Context: an optimization exercise on an open-source flow, tuned for small area, a short achievable clock period and few clock cycles per item. The choices shown serve that exercise and are no tape-out recipe.
In this exercise RTL edits were held to simulation tests only and were not proved equivalent to the original.
Power is estimated from default activity; no workload was simulated.

## flow/design.v (module list and top-level ports; edited modules follow where they fit)
// module sds_sa1: 15 lines
// module sds_sa3: 17 lines
// module sds_sa5: 17 lines
// module sds_sa7: 21 lines
// module ad_bk18: 63 lines
// module ad_sk18: 75 lines
// module cy_sk17: 30 lines
// module ad_sk22: 95 lines
// module ge_rc22: 8 lines
// module ad_sk9: 31 lines
// module sds_nearest: 805 lines
// module sds_dither: 212 lines
module sds_dither (
    input  wire        clk,
    input  wire        rst,
    input  wire        start,
    input  wire [6:0]  cfg_width,
    input  wire [8:0]  cfg_height,
    output reg         busy,
    output reg         geom_err,
    input  wire        in_valid,
    output reg         in_ready,
    input  wire [23:0] in_rgb,
    output reg         out_valid,
    input  wire        out_ready,
    output reg  [2:0]  out_idx
);
  // ...
==> flow/flow/run.sh <==
#!/bin/bash
# Layout flow: the standard ORFS layout (standard.sh), with two changes to
# how the layout is made:
#  - port buffers are buf_4 cells instead of the resizer's default pick;
#  - clock tree: larger sink clusters and no dummy loads.
# Each step's full output goes to orfs/logs as usual; standard.sh's own output
# goes to std.log in this folder.
set -euo pipefail
export BUFFER_PORTS_ARGS="-buffer_cell sky130_fd_sc_hd__buf_4"
export CTS_ARGS="-sink_clustering_enable -repair_clock_nets -dont_use_dummy_load -sink_clustering_size 26 -sink_clustering_max_diameter 150"
bash standard.sh > std.log 2>&1
==> flow/standard.sh <==
#!/bin/bash
# synth_recipe.tcl (not shown) runs the flow's synth.tcl, then flattens the netlist and writes it again
# the make line also repeats each setting of config.mk as NAME=value (left out here)
make -C /OpenROAD-flow-scripts/flow DESIGN_CONFIG=/design/flow/config.mk WORK_HOME=/design/flow/orfs CLKGATE_MAP_FILE= SYNTH_SCRIPT=/design/flow/synth_recipe.tcl "${@:-finish}"
==> flow/config.mk <==
export PLATFORM = sky130hd
export DESIGN_NAME = sds_dither
export DESIGN_NICKNAME = sds_dither
export VERILOG_FILES = /design/flow/design.v
export SDC_FILE = /design/flow/constraint.sdc
export NUM_CORES = 4
export LEC_CHECK = 0
export ABC_AREA = 1
export CAP_MARGIN = 20
export CORE_MARGIN = 2
export CORE_UTILIZATION = 40
export SLEW_MARGIN = 20
==> flow/constraint.sdc <==
create_clock -name core_clock -period 70.0 [get_ports {clk}]
set_input_delay 14.0000 -clock core_clock [delete_from_list [all_inputs] [get_ports {clk}]]
set_output_delay 14.0000 -clock core_clock [all_outputs]
set_load 0.01 [all_outputs]
==> impl_metrics.yaml, run 1 <==
logic_synthesis:
  yosysWarnings: 1
  synthTopCellsByArea: "edfxtp_1 (67%), fa_1 (7.3%), ha_1 (5.4%)"
  synthMuxAreaShare_pct: 0.627
worst_setup_path:
  critical_path_class: "flip-flop to output pin"
  cp-start-kind: "flip-flop"
  end_kind: "output pin"
global_route:
  use_met3_pct: 1.87
  grt_util_all_layers_pct: 15.4
  grt_pass1_wl_um: 348000
finish:
  regMostFlops: "seg30"
  final_area_um2: 123000
  area.sequential_um2: 79100
  diodes: 3
  layout_commonest_cell: "edfxtp_1"
status:
  status: "complete, no violations"
timing:
  holdWs_ps: 253
  skew_ps: 171
  worst_pin_slew_ps: 1120
power:
  irDropWorstVdd_mv: 0.0338
  p_total_mw: 4.07
  power_leader: "registers"
  comb_power_share_pct: 37.3
  leakage_nw: 47.1
floorplanning:
  start_util_pct: 40.2
clock_tree:
  post_cts_buffers: 0
  hold_buffers: 0
  h-tree-depth: 3
  cts.repair.resized: 0
routing:
  wirelength_um: 227000
  drtAntennaViolNets: 0
  vias: 58700
  detail_route.first_pass.iterations: 8
hold_path:
  worstHoldPathCells: 0
  hold_path.startpoint: "seg30[448]"
flow_run:
  maxCapViolCount: 0
place:
  dp_cells: 11900
Testbench counts, summed over its fixed seeds: cycles 60,960, pixels 60,672.
==> module sds_sa7, before the edit <==
module sds_sa7 (
    input  wire [11:0] t,
    input  wire [12:0] e,
    input  wire        en,
    output wire [11:0] y
);
    wire [17:0] n1 = {2'b00, t, 4'b1000} ^ {{2{e[12]}}, e, 3'b000} ^ ~{{5{e[12]}}, e};
    wire [17:0] n2 = {(({2'b00, t, 4'b1000} & {{2{e[12]}}, e, 3'b000}) | ({2'b00, t, 4'b1000} & ~{{5{e[12]}}, e}) | ({{2{e[12]}}, e, 3'b000} & ~{{5{e[12]}}, e}))} << 1;
    wire [17:0] n3;
    ad_sk18 u_n3 (.a(n1), .b(n2), .ci(~e[12]), .s(n3));
    wire [17:0] n4 = n1 ^ n2 ^ 18'd196848;
    wire [17:0] n5 = {((n1 & n2) | (n1 & 18'd196848) | (n2 & 18'd196848))} << 1;
    wire zc;
    cy_sk17 u_zc (.a(n4[16:0]), .b(n5[16:0]), .ci(~e[12]), .co(zc));
    wire ov = ~(n4[17] ^ n5[17] ^ zc);
    wire ng = n3[17];
    wire keep = ~en;
    wire pass = en & ~ng & ~ov;
    assign y[11:4] = ({8{keep}} & t[11:4]) | ({8{pass}} & n3[15:8]) | {8{en & ov}};
    assign y[3:0]  = ({4{keep}} & t[3:0])  | ({4{pass}} & n3[7:4]);
endmodule
==> inputs of run 2 (changes only) <==
--- a/flow/design.v
+++ b/flow/design.v
@@ -59,7 +59,3 @@
     ad_sk18 u_n3 (.a(n1), .b(n2), .ci(~e[12]), .s(n3));
-    wire [17:0] n4 = n1 ^ n2 ^ 18'd196848;
-    wire [17:0] n5 = {((n1 & n2) | (n1 & 18'd196848) | (n2 & 18'd196848))} << 1;
-    wire zc;
-    cy_sk17 u_zc (.a(n4[16:0]), .b(n5[16:0]), .ci(~e[12]), .co(zc));
-    wire ov = ~(n4[17] ^ n5[17] ^ zc);
+    wire ov = ~n3[17] & (n3[16] | (&n3[15:8] & |n3[7:4]));
     wire ng = n3[17];
@@ -208,32 +204,2 @@
 endmodule
-module cy_sk17 (input [16:0] a, input [16:0] b, input ci, output co);
-  wire t0_0g = (a[1] & b[1]) | ((a[1] | b[1]) & ((a[0] & b[0]) | ((a[0] | b[0]) & ci)));
-  wire t0_2g = (a[3] & b[3]) | ((a[3] | b[3]) & (a[2] & b[2]));
-  wire t0_2p = (a[3] | b[3]) & (a[2] | b[2]);
-  wire t0_4g = (a[5] & b[5]) | ((a[5] | b[5]) & (a[4] & b[4]));
-  wire t0_4p = (a[5] | b[5]) & (a[4] | b[4]);
-  wire t0_6g = (a[7] & b[7]) | ((a[7] | b[7]) & (a[6] & b[6]));
-  wire t0_6p = (a[7] | b[7]) & (a[6] | b[6]);
-  wire t0_8g = (a[9] & b[9]) | ((a[9] | b[9]) & (a[8] & b[8]));
-  wire t0_8p = (a[9] | b[9]) & (a[8] | b[8]);
-  wire t0_10g = (a[11] & b[11]) | ((a[11] | b[11]) & (a[10] & b[10]));
-  wire t0_10p = (a[11] | b[11]) & (a[10] | b[10]);
-  wire t0_12g = (a[13] & b[13]) | ((a[13] | b[13]) & (a[12] & b[12]));
-  wire t0_12p = (a[13] | b[13]) & (a[12] | b[12]);
-  wire t0_14g = (a[15] & b[15]) | ((a[15] | b[15]) & (a[14] & b[14]));
-  wire t0_14p = (a[15] | b[15]) & (a[14] | b[14]);
-  wire t1_0g = t0_2g | (t0_2p & t0_0g);
-  wire t1_2g = t0_6g | (t0_6p & t0_4g);
-  wire t1_2p = t0_6p & t0_4p;
-  wire t1_4g = t0_10g | (t0_10p & t0_8g);
-  wire t1_4p = t0_10p & t0_8p;
-  wire t1_6g = t0_14g | (t0_14p & t0_12g);
-  wire t1_6p = t0_14p & t0_12p;
-  wire t2_0g = t1_2g | (t1_2p & t1_0g);
-  wire t2_2g = t1_6g | (t1_6p & t1_4g);
-  wire t2_2p = t1_6p & t1_4p;
-  wire t3_0g = t2_2g | (t2_2p & t2_0g);
-  wire t4_0g = (a[16] & b[16]) | ((a[16] | b[16]) & t3_0g);
-  assign co = t4_0g;
-endmodule
 module ad_sk22 (input [21:0] a, input [21:0] b, input ci, output [21:0] s);
==> impl_metrics.yaml, run 2 <==
status:
  status: "complete, no violations"
clock_tree:
  h-tree-depth: 3
  cts_tree: "built"
  clk_path_buf_depth: 3
  cts.repair.resized: 0
  cts_root_buf: "clkbuf_16"
  cts_buffers: 113
  hold_buffers: 0
  post_cts_buffers: 0
  path_clk_slew_ps: 90
  clock_sinks: 2668
  clk_latency_ps: 840
finish:
  reg_top3: "seg30: 1170 flops, seg16: 624 flops, seg8: 312 flops"
  final.fill_count: 25300
  largest_reg_flops: 1170
  layout-drive-gt1-share_pct: 6.67
  layout_commonest_cell: "edfxtp_1"
  area_delta_synth_final_pct: 7.44
  area.sequential_um2: 79100
  multiInputGateArea_um2: 30000
  final_cell_mix: "edfxtp_1 (2569), inv_1 (1265), nand2_1 (1245), ha_1 (488), fa_1 (419)"
  final_cells: 11800
  fin_nets: 9026
  regMostFlops: "seg30"
routing:
  wl_met2_um: 101000
  detail_route.first_pass.iterations: 6
  vias: 57800
  drtAntennaViolNets: 0
  wl_met1_um: 110000
  highest_layer: "met5"
  wl_per_cell_um: 19.2
  vias_per_cell: 4.88
  wl_met3_um: 9970
  wirelength_um: 227000
  drc: 0
  drtIter0Drc: 5312
power:
  power.share.clock_pct: 19.6
  swShare_pct: 33.8
  irDropWorstVdd_mv: 0.0266
  p_per_area_nw_per_um2: 30.3
  power_frac_seq_pct: 47.7
  net-switching-power_mw: 1.26
  cellInternalPower_mw: 2.46
  leakage_nw: 46.6
  comb_power_share_pct: 32.7
worst_setup_path:
  arrival_ps: 1320
  r2r_setup_slack_ps: 57430
  cpPeakStageDelay_ps: 420
  critical_path_class: "flip-flop to output pin"
  end_kind: "output pin"
  slowest_stage: "edfxtp_1"
  cp-start-kind: "flip-flop"
  crit_required_ps: 56000
  path_cells: "buf_4"
  path_buf_inv: 1
  critical-path-top-delay-family: "flip-flops"
  crit_fanout: 1
  reg2reg_from: "sr1[2]"
  reg2reg_to: "sr1[11]"
  r2r_cells: 71
logic_synthesis:
  synthTopCellsByArea: "edfxtp_1 (68%), fa_1 (7.3%), ha_1 (5.3%)"
  synthTopCellsByCount: "edfxtp_1 (2569), inv_1 (1266), nand2_1 (1245), ha_1 (488), fa_1 (419)"
  netlist_instances: 7881
  yosysWarnings: 1
  seq_area_frac_synth_pct: 69.3
  syn_area_um2: 114000
  synth_top_family_by_area: "adder cells"
  synth_area_per_cell_um2: 14.5
  synthSimpleGateAreaFrac_pct: 7.26
  yosys.area.top_type_share_pct: 67.5
  ys_types: 77
  synth_compound_area_share_pct: 4.14
  synthMuxAreaShare_pct: 0.618
  synth_edf_count: 2569
  synthXorXnorAreaFrac_pct: 1.46
  syn_nets: 8833
  synth_ff_type: "edfxtp_1"
  ys_ff_latch: 2668
  netlist.top_cell.by_area: "edfxtp_1"
  synth_fa_ha_area_share_pct: 12.7
  synth_most_common_cell: "edfxtp_1"
  async_flop_share_pct: 0
global_route:
  grt-ovfl-total: 0
  grt_util_all_layers_pct: 15.4
  grt_pass1_vias: 56700
  grt_max_degree: 220
  antenna_found_initial: 9
  grt_pass1_wl_um: 345000
timing:
  setup_tns_ps: 0
  rsz0062_at_grt: "false"
  setup_viol: 0
  slew_headroom_pct: 22.2
  final_hold_viol_count: 0
  maxSlewViolCount: 0
  worst_pin_slew_ps: 1170
  min_period_ps: 15320
  skew_ps: 158
  fmax_ghz: 0.0653
  finalCritPeriodShare_pct: 21.9
floorplanning:
  die-area_um2: 290000
  core_area_um2: 285000
  rows: 196
  ioPinCount: 52
  fp.dieH_um: 538
  die_w_um: 538
  start_util_pct: 40.1
flow_run:
  maxCapViolCount: 0
hold_path:
  hold_path.class: "flip-flop to flip-flop"
  whs_endpoint: "seg30[452]"
  worstHoldPathCells: 0
  hold_path.startpoint: "seg30[413]"
place:
  dp_cells: 11700
  gp_congestion: 0.889
  port_buffers: 51
  hpwl_um: 157000
run 2: changes by cell type in the layout (fill, tap and decap cells not counted), moves of 10 or more:
cell	change
inv_1	-65
nand2_1	-100
nand2_2	+20
nand3_1	+11
nor2_2	+14
nor2_1	-42
inv_2	+13
nand3_2	+10
or2_2	-17
o21ai_0	-25
xnor2_1	+11
run 2: power by group through the flow:
stage                     Combinational [mW]  Clock, mW  Sequential, mW
after detailed placement                1.21          0            1.81
final                                   1.22      0.729            1.77
after global placement                  1.18          0            1.81
after floorplan                        0.859          0            1.82
after global routing                    1.37      0.815            1.78
after CTS                               1.21      0.768            1.77
run 2: cell type report:
type | count | share of cell area [%]
diodes | 1 | 0.00204
clock buffers | 113 | 2.30
inverters | 1294 | 3.97
multi-input cells | 3851 | 24.4
flip-flops and latches | 2668 | 64.5
well taps | 3762 | 3.84
repair buffers | 146 | 0.984
run 2: layer usage:
layer | vias to the layer above | track usage, %
met1 | 29000 | 23.2
met5 | - | 0
met2 | 1143 | 23.4
li1 | 27400 | -
met4 | 2 | 4.59
met3 | 265 | 2.04
run 2: stage by stage:
step / utilization [%] / total power [mW] / setup WS [ps] / cell area [µm²] / hold slack [ps]
final: 43.1 / 3.72 / 54680 / 123000 / 331
after global routing: 43.1 / 3.96 / 54570 / 123000 / 334
after CTS: 43.1 / 3.76 / 54580 / 123000 / 341
after detailed placement: 42.1 / 3.02 / 53900 / 120000 / 405
after global placement: 42.1 / 2.99 / 53570 / 120000 / 400
after floorplan: - / 2.68 / 23850 / 114000 / 400
run 2: how the worst max path moves through the flow:
| stage | slack, ps | startpoint | cells after the start | end |
|---|---|---|---|---|
| global route | 54570 | busy | 1 | busy |
| detailed placement | 53900 | cfg_width[3] | 9 | geom_err |
| global placement | 53570 | cfg_width[3] | 9 | geom_err |
| finish | 54680 | out_idx[2] | 1 | out_idx[2] |
| floorplan | 23850 | vi | 3 | seg16[0] |
| CTS | 54580 | in_ready | 1 | in_ready |
run 2: cells by family after synthesis:
logic type	count (synthesis)
compound gates	751
simple gates	1946
flops	2668
buf+inv	1362
mux	62
xor+xnor	185
fa+ha+maj	907
Testbench counts of run 2, summed over its fixed seeds: cycles 60,960, pixels 60,672.
==> module sds_dither, before the edit <==
module sds_dither (
    input  wire        clk,
    input  wire        rst,
    input  wire        start,
    input  wire [6:0]  cfg_width,
    input  wire [8:0]  cfg_height,
    output reg         busy,
    output reg         geom_err,
    input  wire        in_valid,
    output reg         in_ready,
    input  wire [23:0] in_rgb,
    output reg         out_valid,
    input  wire        out_ready,
    output reg  [2:0]  out_idx
);
    localparam integer MAX_W = 64;
    localparam integer MAX_H = 480;
    localparam integer CAP   = 6;       
    localparam integer EW    = 39;      
    reg        run;            
    reg [6:0]  w;              
    reg [8:0]  h;
    reg        vi;             
    reg [23:0] rgb_q;
    reg [5:0]  px;             
    reg [8:0]  py;
    reg        vb;             
    reg        xb0;            
    reg        ph1, ph2;       
    reg [2:0]  nfl;            
    reg        pop_q;
    reg        st;             
    wire w_lo0   = ~|cfg_width[5:0];
    wire w_ok    = cfg_width[6] ? w_lo0 : ~w_lo0;
    wire h_ok    = (|cfg_height) & ~(&cfg_height[8:5] & |cfg_height[4:0]);
    wire geom_ok = w_ok & h_ok;
    wire go      = start & geom_ok;                  
    wire idle_in = ~run & ~vi & ~st;                 
    wire slow      = (w < 7'd3);                     
    wire px_last   = ({1'b0, px} == w - 7'd1);
    wire px_penult = ({1'b0, px} == w - 7'd2);
    wire py_last   = (py == h - 9'd1);
    wire py_penult = (py == h - 9'd2);
    wire last_in   = vi ? ((px_penult & py_last) | ((w == 7'd1) & py_penult))
                        : (px_last & py_last);
    wire [2:0] nf  = nfl + {2'b0, vi} - {2'b0, pop_q};
    wire room      = ({1'b0, nf} + {3'b0, in_ready} + 4'd1) <= CAP;
    wire last_out  = ~run & (nf == 3'd1);
    wire rdy_v1    = run & ~(in_ready & last_in) & room & ~(slow & (in_ready | vi));
    wire rdy_v0    = run & room & ~(slow & vi);
    wire run_v1    = run & ~(in_ready & last_in);
    always @(posedge clk) begin
        rgb_q <= in_rgb;
        if (idle_in) begin                           
            w <= cfg_width;
            h <= cfg_height;
        end
        if (rst) begin
            run      <= 1'b0;
            busy     <= 1'b0;
            geom_err <= 1'b0;
            in_ready <= 1'b0;
            vi       <= 1'b0;
            vb       <= 1'b0;
            ph1      <= 1'b0;
            ph2      <= 1'b0;
            nfl      <= 3'd0;
            pop_q    <= 1'b0;
            st       <= 1'b0;
        end else begin
            if (busy) begin
                run      <= st | (in_valid ? run_v1 : run);
                busy     <= ~(out_ready & out_valid & last_out);
                in_ready <= st | (in_valid ? rdy_v1 : rdy_v0);
                st       <= 1'b0;
            end else begin
                busy     <= go;
                st       <= go;
                if (start)
                    geom_err <= ~geom_ok;
            end
            vi       <= in_valid & in_ready;
            vb       <= vi;
            ph1      <= vi & slow & px_last;
            ph2      <= ph1 & (w == 7'd1);
            nfl      <= nf;
            pop_q    <= out_valid & out_ready;
        end
        if (idle_in) begin
            px <= 6'd0;
            py <= 9'd0;
        end else if (vi) begin
            if (px_last) begin
                px <= 6'd0;
                py <= py + 9'd1;
            end else begin
                px <= px + 6'd1;
            end
        end
        xb0 <= (px == 6'd0);
    end
    wire shift = vi | ph1 | ph2;
    wire [EW-1:0] e_cur;             
    reg  [EW-1:0] sr0, sr1;          
    reg  [EW-1:0] t_u, t_ul;         
    reg  [30*EW-1:0] seg30;
    reg  [16*EW-1:0] seg16;
    reg  [8*EW-1:0]  seg8;
    reg  [4*EW-1:0]  seg4;
    reg  [2*EW-1:0]  seg2;
    reg  [EW-1:0]    seg1;
    wire [6:0] weff = slow ? 7'd3 : w;
    wire [5:0] m    = weff[5:0] - 6'd3;
    wire       u30  = (m >= 6'd30);
    wire [4:0] mr   = u30 ? (m - 6'd30) : m[4:0];
    wire [EW-1:0] o30 = u30   ? seg30[30*EW-1 -: EW] : sr1;
    wire [EW-1:0] o16 = mr[4] ? seg16[16*EW-1 -: EW] : o30;
    wire [EW-1:0] o8  = mr[3] ? seg8[8*EW-1 -: EW]   : o16;
    wire [EW-1:0] o4  = mr[2] ? seg4[4*EW-1 -: EW]   : o8;
    wire [EW-1:0] o2  = mr[1] ? seg2[2*EW-1 -: EW]   : o4;
    wire [EW-1:0] t_ur = mr[0] ? seg1 : o2;
    always @(posedge clk) begin
        if (shift | vb)
            sr0 <= e_cur;
        if (shift)
            sr1 <= vb ? e_cur : sr0;
        if (shift) begin
            seg30 <= {seg30[29*EW-1:0], sr1};
            seg16 <= {seg16[15*EW-1:0], o30};
            seg8  <= {seg8[7*EW-1:0],   o16};
            seg4  <= {seg4[3*EW-1:0],   o8};
            seg2  <= {seg2[EW-1:0],     o4};
            seg1  <= o2;
            t_u   <= t_ur;
            t_ul  <= t_u;
        end
    end
    wire up   = (py != 9'd0);
    wire m_ul = up & (px != 6'd0);
    wire m_u  = up;
    wire m_ur = up & ~px_last;
    reg  [35:0] a3_q;
    wire [35:0] a3;
    genvar c;
    generate
        for (c = 0; c < 3; c = c + 1) begin : g_a
            localparam integer PB = 16 - 8 * c;
            localparam integer EB = 26 - 13 * c;
            localparam integer VB = 24 - 12 * c;
            wire [11:0] t1, t2;
            sds_sa1 u_s1 (.t({rgb_q[PB +: 8], 4'b0000}), .e(t_ul[EB +: 13]), .en(m_ul), .y(t1));
            sds_sa5 u_s5 (.t(t1), .e(t_u[EB +: 13]),  .en(m_u),  .y(t2));
            sds_sa3 u_s3 (.t(t2), .e(t_ur[EB +: 13]), .en(m_ur), .y(a3[VB +: 12]));
        end
    endgenerate
    always @(posedge clk)
        a3_q <= a3;
    wire [35:0] v;
    generate
        for (c = 0; c < 3; c = c + 1) begin : g_b
            localparam integer EB = 26 - 13 * c;
            localparam integer VB = 24 - 12 * c;
            sds_sa7 u_s7 (.t(a3_q[VB +: 12]), .e(sr1[EB +: 13]), .en(~xb0), .y(v[VB +: 12]));
        end
    endgenerate
    wire [2:0] k;
    wire signed [12:0] er, eg, eb;
    sds_nearest u_nearest (
        .vr(v[35:24]), .vg(v[23:12]), .vb(v[11:0]),
        .idx(k),
        .er(er), .eg(eg), .eb(eb)
    );
    assign e_cur = {er, eg, eb};
    reg [2:0] fq0, fq1, fq2, fq3, fq4;
    reg [2:0] wp, rp;
    reg [2:0] fc;
    wire       fq_any  = (fc != 3'd0);
    wire [2:0] fq_head = (rp == 3'd0) ? fq0 : (rp == 3'd1) ? fq1 : (rp == 3'd2) ? fq2 :
                         (rp == 3'd3) ? fq3 : fq4;
    wire [2:0] rp_nx   = (rp == 3'd4) ? 3'd0 : rp + 3'd1;
    wire [2:0] wp_nx   = (wp == 3'd4) ? 3'd0 : wp + 3'd1;
    wire       ofree   = ~out_valid | out_ready;
    always @(posedge clk) begin
        if (vb) begin
            case (wp)
                3'd0: fq0 <= k;
                3'd1: fq1 <= k;
                3'd2: fq2 <= k;
                3'd3: fq3 <= k;
                default: fq4 <= k;
            endcase
        end
        if (rst) begin
            out_valid <= 1'b0;
            wp <= 3'd0;
            rp <= 3'd0;
            fc <= 3'd0;
        end else begin
            if (vb)
                wp <= wp_nx;
            if (ofree) begin
                out_valid <= fq_any;
                out_idx   <= fq_head;
                if (fq_any)
                    rp <= rp_nx;
                fc <= fc + {2'b0, vb} - {2'b0, fq_any};
            end else begin
                fc <= fc + {2'b0, vb};
            end
        end
    end
endmodule
==> inputs of run 3 (changes only) <==
--- a/flow/design.v
+++ b/flow/design.v
@@ -1175,2 +1175,3 @@
     reg        st;             
+    reg        bsy;            
     wire w_lo0   = ~|cfg_width[5:0];
@@ -1203,2 +1204,3 @@
             busy     <= 1'b0;
+            bsy      <= 1'b0;
             geom_err <= 1'b0;
@@ -1213,5 +1215,5 @@
         end else begin
-            if (busy) begin
+            if (bsy) begin
                 run      <= st | (in_valid ? run_v1 : run);
-                busy     <= ~(out_ready & out_valid & last_out);
+                bsy      <= ~(out_ready & out_valid & last_out);
                 in_ready <= st | (in_valid ? rdy_v1 : rdy_v0);
@@ -1219,3 +1221,3 @@
             end else begin
-                busy     <= go;
+                bsy      <= go;
                 st       <= go;
@@ -1224,2 +1226,3 @@
             end
+            busy     <= busy ? ~(out_ready & out_valid & last_out) : go;
             vi       <= in_valid & in_ready;
--- a/flow/config.mk
+++ b/flow/config.mk
@@ -10,3 +10,4 @@
 export CORE_MARGIN = 2
-export CORE_UTILIZATION = 40
+export CORE_UTILIZATION = 55
+export PLACE_DENSITY = 0.65
 export SLEW_MARGIN = 20
==> impl_metrics.yaml, run 3 <==
worst_setup_path:
  cpPeakStageDelay_ps: 380
  crit_fanout: 1
  critical_path_class: "flip-flop to output pin"
  path_cells: "buf_4"
  cp-start-kind: "flip-flop"
  crit_required_ps: 56000
  critical-path-top-delay-family: "flip-flops"
  slowest_stage: "edfxtp_1"
  end_kind: "output pin"
  arrival_ps: 1280
  path_buf_inv: 1
timing:
  min_period_ps: 15280
  worst_pin_slew_ps: 1050
  finalCritPeriodShare_pct: 21.8
  maxSlewViolCount: 0
  slew_headroom_pct: 29.8
  rsz0062_at_grt: "false"
  final_hold_viol_count: 0
  skew_ps: 110
  setup_tns_ps: 0
  holdWs_ps: 330
  setup_viol: 0
  fmax_ghz: 0.0654
power:
  irDropWorstVdd_mv: 0.0233
  leakage_nw: 46.4
  p_total_mw: 3.72
  p_per_area_nw_per_um2: 30.7
floorplanning:
  die-area_um2: 211000
  rows: 167
  ioPinCount: 52
  die_w_um: 459
  core_area_um2: 206000
  start_util_pct: 55.2
  fp.dieH_um: 459
logic_synthesis:
  netlist_instances: 7905
  synth_most_common_cell: "edfxtp_1"
  synthTopCellsByCount: "edfxtp_1 (2569), nand2_1 (1286), inv_1 (1281), ha_1 (488), fa_1 (419)"
  ys_types: 69
  synthTopCellsByArea: "edfxtp_1 (68%), fa_1 (7.4%), ha_1 (5.4%)"
  synth_edf_count: 2569
  async_flop_share_pct: 0
  seq_area_frac_synth_pct: 69.5
  yosys.area.top_type_share_pct: 67.7
  syn_nets: 8857
  synth_ff_type: "edfxtp_1"
  yosysWarnings: 1
  synth_area_per_cell_um2: 14.4
  syn_area_um2: 114000
  ys_ff_latch: 2669
  netlist.top_cell.by_area: "edfxtp_1"
routing:
  drtAntennaViolNets: 0
  detail_route.first_pass.iterations: 5
  wl_per_cell_um: 20.0
  drc: 0
  vias: 58100
  wirelength_um: 216000
  vias_per_cell: 5.38
  drtIter0Drc: 5256
place:
  hpwl_um: 149000
  place_area_um2: 118000
  port_buffers: 51
  gp_congestion: 0.867
clock_tree:
  h-tree-depth: 3
  clk_path_buf_depth: 3
  post_cts_buffers: 0
  cts.repair.resized: 0
  cts_root_buf: "clkbuf_16"
  cts_tree: "built"
  clk_latency_ps: 800
  path_clk_slew_ps: 100
  clock_sinks: 2669
  hold_buffers: 0
  cts_buffers: 112
finish:
  fin_util_pct: 58.6
  final_cell_mix: "edfxtp_1 (2569), nand2_1 (1285), inv_1 (1280), ha_1 (488), fa_1 (419)"
  largest_reg_flops: 1170
  regMostFlops: "seg30"
  area_delta_synth_final_pct: 6.21
  layout_commonest_cell: "edfxtp_1"
  reg_top3: "seg30: 1170 flops, seg16: 624 flops, seg8: 312 flops"
  final_area_um2: 121000
  layout-drive-gt1-share_pct: 5.80
  fin_nets: 9037
global_route:
  grt_util_all_layers_pct: 20.5
  grt_pass1_vias: 56700
  antenna_found_initial: 10
  grt-ovfl-total: 0
  grt_max_degree: 223
  grt_pass1_wl_um: 330000
hold_path:
  hold_path.class: "flip-flop to flip-flop"
flow_run:
  maxCapViolCount: 0
status:
  status: "complete, no violations"
-- run 3: layout make-up --
cell class	instances	area [µm²]
antenna	4	10.0
clock buffer	112	2800
inverter	1309	4910
tap	2704	3380
multi-input combinational	3856	29700
sequential	2669	79100
fill	15900	85400
timing repair buffer	137	1100
-- run 3: metrics by stage --
stage                     cells  worst slack [ps]
after CTS                 10800             54620
after global routing      10800             54630
after floorplan            7905             23950
after detailed placement  10700             54420
final                     10800             54720
after global placement    10700             54300
-- run 3: path summary, 6_finish.rpt --
| check | startpoint | to | depth (start not counted) | slack (ps) |
|---|---|---|---|---|
| worst max-delay path | out_idx[2] | out_idx[2] | 1 | 54720 |
| worst min-delay path | seg16[273] | seg16[312] | 0 | 330 |
| worst max register to register | sr1[6] | sr1[11] | 67 | 57220 |
| worst min register to register | seg16[273] | seg16[312] | 0 | 330 |
-- run 3: cells by family after synthesis --
group	synth area share (%)
AND/OR/NAND/NOR	6.96
adder cells (fa/ha/maj)	12.7
flip-flops	69.5
AO/OA/AOI/OAI	4.29
XOR/XNOR	1.39
buffers and inverters	4.59
multiplexers	0.593
-- run 3: layer usage --
metal / track usage, % / vias to the layer above / wire [µm] / share of wire (%)
li1: - / 27400 / - / -
met1: 31.9 / 29200 / 105000 / 49
met2: 31.0 / 1189 / 96100 / 44
met3: 2.34 / 247 / 10100 / 4.7
met4: 5.05 / 0 / 5040 / 2.3
met5: 0 / - / 0 / 0
-- run 3: where the power goes --
group	total, mW	internal (mW)	switching [mW]
logic	1.23	0.406	0.821
clock network	0.717	0.285	0.431
registers	1.77	1.77	0.00552
Testbench counts of run 3, summed over its fixed seeds: cycles 60,960, pixels 60,672.
==> inputs of run 4 (changes only) <==
--- a/flow/config.mk
+++ b/flow/config.mk
@@ -10,4 +10,3 @@
 export CORE_MARGIN = 2
-export CORE_UTILIZATION = 55
-export PLACE_DENSITY = 0.65
+export CORE_UTILIZATION = 40
 export SLEW_MARGIN = 20
==> impl_metrics.yaml, run 4 <==
status:
  status: "complete, no violations"
routing:
  drc: 0
  wl_per_cell_um: 19.0
  vias: 57700
  wirelength_um: 224000
  drtIter0Drc: 5173
  vias_per_cell: 4.87
  drtAntennaViolNets: 0
  detail_route.first_pass.iterations: 6
worst_setup_path:
  critical-path-top-delay-family: "flip-flops"
  reg2reg_from: "sr1[5]"
  cpPeakStageDelay_ps: 390
  crit_required_ps: 56000
  startpoint: "in_ready"
  arrival_ps: 1280
  path_buf_inv: 1
  slowest_stage: "dfxtp_1"
  end_kind: "output pin"
  crit_fanout: 4
  critical_path_class: "flip-flop to output pin"
  path_cells: "buf_4"
  cp-start-kind: "flip-flop"
logic_synthesis:
  netlist.top_cell.by_area: "edfxtp_1"
  synth_most_common_cell: "edfxtp_1"
  seq_area_frac_synth_pct: 69.5
  yosysWarnings: 1
  yosys.area.top_type_share_pct: 67.7
  synthTopCellsByCount: "edfxtp_1 (2569), nand2_1 (1286), inv_1 (1281), ha_1 (488), fa_1 (419)"
  syn_nets: 8857
  async_flop_share_pct: 0
  syn_area_um2: 114000
  synth_edf_count: 2569
  ys_ff_latch: 2669
  netlist_instances: 7905
  ys_types: 69
  synth_ff_type: "edfxtp_1"
  synthTopCellsByArea: "edfxtp_1 (68%), fa_1 (7.4%), ha_1 (5.4%)"
  synth_area_per_cell_um2: 14.4
floorplanning:
  die_w_um: 538
  die-area_um2: 289000
  rows: 195
  fp.dieH_um: 538
  core_area_um2: 283000
  ioPinCount: 52
  start_util_pct: 40.3
clock_tree:
  clock_sinks: 2669
  cts_root_buf: "clkbuf_16"
  clk_path_buf_depth: 3
  path_clk_slew_ps: 110
  h-tree-depth: 3
  cts_tree: "built"
  clk_latency_ps: 850
  cts.repair.resized: 0
  cts_buffers: 113
  post_cts_buffers: 0
  hold_buffers: 0
power:
  net-switching-power_mw: 1.28
  irDropWorstVdd_mv: 0.0278
  p_per_area_nw_per_um2: 30.6
  power.share.clock_pct: 19.3
  swShare_pct: 34.3
  cellInternalPower_mw: 2.46
  leakage_nw: 46.5
  power_frac_seq_pct: 47.3
  comb_power_share_pct: 33.3
timing:
  maxSlewViolCount: 0
  fmax_ghz: 0.0655
  skew_ps: 140
  worst_pin_slew_ps: 1140
  setup_tns_ps: 0
  slew_headroom_pct: 24.2
  setup_viol: 0
  rsz0062_at_grt: "false"
  final_hold_viol_count: 0
  finalCritPeriodShare_pct: 21.8
  min_period_ps: 15280
global_route:
  grt_max_degree: 198
  grt-ovfl-total: 0
  grt_util_all_layers_pct: 15.4
  antenna_found_initial: 17
  grt_pass1_wl_um: 341000
  grt_pass1_vias: 56900
finish:
  regMostFlops: "seg30"
  final_cell_mix: "edfxtp_1 (2569), nand2_1 (1285), inv_1 (1280), ha_1 (488), fa_1 (419)"
  area_delta_synth_final_pct: 7.37
  reg_top3: "seg30: 1170 flops, seg16: 624 flops, seg8: 312 flops"
  fin_util_pct: 43.3
  fin_nets: 9040
  layout-drive-gt1-share_pct: 5.87
  largest_reg_flops: 1170
  final.fill_count: 25100
  layout_commonest_cell: "edfxtp_1"
  final_area_um2: 122000
hold_path:
  hold_path.class: "flip-flop to flip-flop"
  hold_path.startpoint: "seg30[1005]"
place:
  place_area_um2: 119000
  hpwl_um: 157000
  port_buffers: 51
  gp_congestion: 0.861
flow_run:
  maxCapViolCount: 0
==> run 4: changes by cell type in the layout (fill, tap and decap cells not counted), sizes merged <==
cell,change
buf,+2
diode,+2
clkbuf,+1
==> run 4: worst register-to-register path: cells and delay by family (launching register included) <==
kind	cells	cell delay, ps
adders and majority gates	9	3800
AOI/OAI and AO/OA	13	3080
and+or+nand+nor	25	2760
buffers and inverters	6	1260
xor gates and xnor gates	3	1020
DFF	1	590
==> run 4: cells by family after synthesis <==
group           share of synthesized area (%)
buf+inv                                  4.59
simple gates                             6.96
fa+ha+maj                                12.7
mux                                     0.593
flops                                    69.5
xor+xnor                                 1.39
compound gates                           4.29
==> run 4: per-stage QoR <==
stage                     power [mW]  setup WS, ps  cells  hold WS, ps
final                           3.75         54720  11800          328
after floorplan                 2.67         23950   7905          400
after global routing            3.99         54640  11800          328
after global placement          3.04         54320  11700          400
after detailed placement        3.05         54390  11700          405
after CTS                       3.79         54630  11800          314
==> run 4: layout make-up <==
type	instances	area (µm²)	area share [%]
timing repair buffer	139	1090	0.890
inverter	1309	4910	4.02
multi-input combinational	3856	29700	24.3
antenna	6	15.0	0.0123
tap	3743	4680	3.83
sequential	2669	79100	64.7
clock buffer	113	2830	2.31
==> run 4: power groups by stage <==
| stage | clock network (mW) | logic, mW | registers (mW) |
|---|---|---|---|
| global route | 0.808 | 1.40 | 1.78 |
| floorplan | 0 | 0.847 | 1.82 |
| global placement | 0 | 1.23 | 1.81 |
| detailed placement | 0 | 1.24 | 1.81 |
| finish | 0.724 | 1.25 | 1.77 |
| CTS | 0.760 | 1.25 | 1.77 |
==> run 4: worst paths after layout <==
| path | end | slack, ps | cells after the start |
|---|---|---|---|
| min | seg30[1044] | 330 | 0 |
| max reg2reg | sr1[11] | 57280 | 56 |
| max | in_ready | 54720 | 1 |
| min reg2reg | seg30[1044] | 330 | 0 |
==> run 4: metal layers <==
layer	up-vias	GRT usage, %	wire [µm]
li1	27400	-	-
met1	28900	22.7	107000
met5	-	0	13
met2	1098	23.7	100000
met3	259	2.15	10500
met4	2	4.46	6290
==> inputs of run 5 (changes only) <==
==> flow/flow/run.sh (replaced) <==
#!/bin/bash
# Layout flow: the standard ORFS layout (standard.sh), with three changes
# to how the layout is made:
#  - port buffers are buf_4 cells instead of the resizer's default pick;
#  - clock tree: larger sink clusters and no dummy loads;
#  - the control and handshake pins are placed next to each other, so the
#    little logic between them stays short.
# Each step's full output goes to orfs/logs as usual; standard.sh's own output
# goes to std.log in this folder.
set -euo pipefail
export BUFFER_PORTS_ARGS="-buffer_cell sky130_fd_sc_hd__buf_4"
export CTS_ARGS="-sink_clustering_enable -repair_clock_nets -dont_use_dummy_load -sink_clustering_size 26 -sink_clustering_max_diameter 150"
export PLACE_PINS_ARGS="-group_pins {start rst busy geom_err in_valid in_ready out_valid out_ready out_idx[0] out_idx[1] out_idx[2] cfg_width[0] cfg_width[1] cfg_width[2] cfg_width[3] cfg_width[4] cfg_width[5] cfg_width[6] cfg_height[0] cfg_height[1] cfg_height[2] cfg_height[3] cfg_height[4] cfg_height[5] cfg_height[6] cfg_height[7] cfg_height[8]}"
bash standard.sh > std.log 2>&1
==> impl_metrics.yaml, run 5 <==
worst_setup_path:
  arrival_ps: 1250
  crit_fanout: 1
  path_buf_inv: 1
  startpoint: "out_idx[2]"
  critical_path_class: "flip-flop to output pin"
  cp-start-kind: "flip-flop"
  crit_required_ps: 56000
  end_kind: "output pin"
  path_cells: "buf_4"
  critical-path-top-delay-family: "flip-flops"
  slowest_stage: "edfxtp_1"
  reg2reg_from: "sr1[16]"
  cpPeakStageDelay_ps: 390
timing:
  finalCritPeriodShare_pct: 21.8
  maxSlewViolCount: 0
  worst_pin_slew_ps: 1110
  holdWs_ps: 340
  setup_tns_ps: 0
  final_hold_viol_count: 0
  slew_headroom_pct: 26.1
  rsz0062_at_grt: "false"
  min_period_ps: 15250
  skew_ps: 169
  fmax_ghz: 0.0656
  setup_viol: 0
finish:
  regMostFlops: "seg30"
  largest_reg_flops: 1170
  fin_util_pct: 43.3
  layout_commonest_cell: "edfxtp_1"
  layout-drive-gt1-share_pct: 5.93
  final.fill_count: 25200
  final_area_um2: 122000
  final_cell_mix: "edfxtp_1 (2569), nand2_1 (1285), inv_1 (1280), ha_1 (488), fa_1 (419)"
  fin_nets: 9046
  area_delta_synth_final_pct: 7.48
  reg_top3: "seg30: 1170 flops, seg16: 624 flops, seg8: 312 flops"
global_route:
  grt_pass1_wl_um: 346000
  antenna_found_initial: 16
  grt_pass1_vias: 57600
  grt_max_degree: 215
  grt_util_all_layers_pct: 15.5
  grt-ovfl-total: 0
status:
  status: "complete, no violations"
logic_synthesis:
  yosys.area.top_type_share_pct: 67.7
  synthTopCellsByCount: "edfxtp_1 (2569), nand2_1 (1286), inv_1 (1281), ha_1 (488), fa_1 (419)"
  syn_nets: 8857
  synth_most_common_cell: "edfxtp_1"
  ys_ff_latch: 2669
  synth_edf_count: 2569
  synthTopCellsByArea: "edfxtp_1 (68%), fa_1 (7.4%), ha_1 (5.4%)"
  seq_area_frac_synth_pct: 69.5
  netlist_instances: 7905
  synth_ff_type: "edfxtp_1"
  ys_types: 69
  syn_area_um2: 114000
  async_flop_share_pct: 0
  yosysWarnings: 1
  synth_area_per_cell_um2: 14.4
  netlist.top_cell.by_area: "edfxtp_1"
floorplanning:
  rows: 195
  start_util_pct: 40.3
  die_w_um: 538
  ioPinCount: 52
  core_area_um2: 283000
  die-area_um2: 289000
  fp.dieH_um: 538
power:
  leakage_nw: 46.5
  p_total_mw: 3.76
  p_per_area_nw_per_um2: 30.7
  irDropWorstVdd_mv: 0.0237
clock_tree:
  h-tree-depth: 3
  clock_sinks: 2669
  post_cts_buffers: 0
  cts.repair.resized: 0
  cts_buffers: 114
  cts_root_buf: "clkbuf_16"
  clk_path_buf_depth: 3
  hold_buffers: 0
  cts_tree: "built"
  path_clk_slew_ps: 100
  clk_latency_ps: 790
place:
  hpwl_um: 158000
  gp_congestion: 0.886
  place_area_um2: 120000
  port_buffers: 51
hold_path:
  hold_path.startpoint: "seg16[277]"
  hold_path.class: "flip-flop to flip-flop"
routing:
  wirelength_um: 226000
  vias: 57900
  drc: 0
  detail_route.first_pass.iterations: 6
  vias_per_cell: 4.89
  drtAntennaViolNets: 0
  drtIter0Drc: 5388
  wl_per_cell_um: 19.1
flow_run:
  maxCapViolCount: 0
[run 5: routing by layer]
| metal | global-route usage [%] | up-vias | share of wire [%] |
|---|---|---|---|
| li1 | - | 27400 | - |
| met1 | 23.2 | 29200 | 48 |
| met2 | 24.7 | 1033 | 46 |
| met3 | 1.65 | 214 | 4.2 |
| met4 | 2.98 | 4 | 1.7 |
| met5 | 0 | - | 0.011 |
[run 5: power by group]
group          internal (mW)  total (mW)  switching (mW)  leakage, nW
sequential              1.77        1.77         0.00589         24.0
clock                  0.290       0.729           0.439         1.40
combinational          0.408        1.25           0.847         21.1
total                   2.47        3.76            1.29         46.5
[run 5: path summary, 6_finish.rpt]
check | to | slack, ps | cells after the start
worst max-delay path | out_idx[2] | 54750 | 1
worst min-delay path | seg16[316] | 340 | 0
worst max register to register | sr1[11] | 57350 | 63
worst min register to register | seg16[316] | 340 | 0
[run 5: cells by family after synthesis]
group / Yosys count / share of synthesized area, %
xor gates and xnor gates: 179 / 1.39
muxes: 60 / 0.593
adders and majority gates: 907 / 12.7
buffers and inverters: 1380 / 4.59
DFF: 2669 / 69.5
and+or+nand+nor: 1919 / 6.96
AOI/OAI and AO/OA: 791 / 4.29
[run 5: cell type report]
| class | count | area, µm² | share of cell area [%] |
|---|---|---|---|
| Antenna cell | 6 | 15.0 | 0.0123 |
| Clock buffer | 114 | 2850 | 2.33 |
| Inverter | 1309 | 4910 | 4.01 |
| Multi-Input combinational cell | 3856 | 29700 | 24.2 |
| Sequential cell | 2669 | 79100 | 64.6 |
| Tap cell | 3743 | 4680 | 3.82 |
| Timing Repair Buffer | 144 | 1190 | 0.969 |
[run 5: stage by stage]
stage,std cells,setup slack [ps]
4_1_cts,11800,54670
3_5_place_dp,11700,54540
3_3_place_gp,11700,54460
5_1_grt,11800,54660
6_report,11800,54750
2_1_floorplan,7905,23950

## static timing again, ports no longer ideal
How much do the figures lean on ideal ports? The routed layouts below were timed once more, with nothing changed but the port constraints. Step 1: set_driving_cell puts a clkbuf_16 on clk and a buf_2 on each other input, an assumption about the parent block. Step 2 also shifts input and output timing later by t, the mid clock arrival at the registers, as if the neighbouring blocks saw the same clock. Slacks: ideal / step 1 / step 2; pairs: ideal / step 1.
| run | t (ns) | setup slack, ns | worst setup path after step 2 | pins driven straight from the clock port |
|---|---|---|---|---|
| run 1 | 0.879 | 54.663 / 54.567 / 54.774 | input to register | 1 |
| run 2 | 0.854 | 54.681 / 54.586 / 53.927 | input to register | 1 |
| run 3 | 0.834 | 54.717 / 54.631 / 54.431 | input to register | 1 |
| run 4 | 0.861 | 54.722 / 54.627 / 54.387 | input to register | 1 |
| run 5 | 0.811 | 54.748 / 54.648 / 54.521 | input to register | 1 |
After both steps setup and hold are still met in every run listed. For run 2, which loses most, drivers alone change the setup slack by -0.095 ns; drivers and shift together by -0.754 ns.
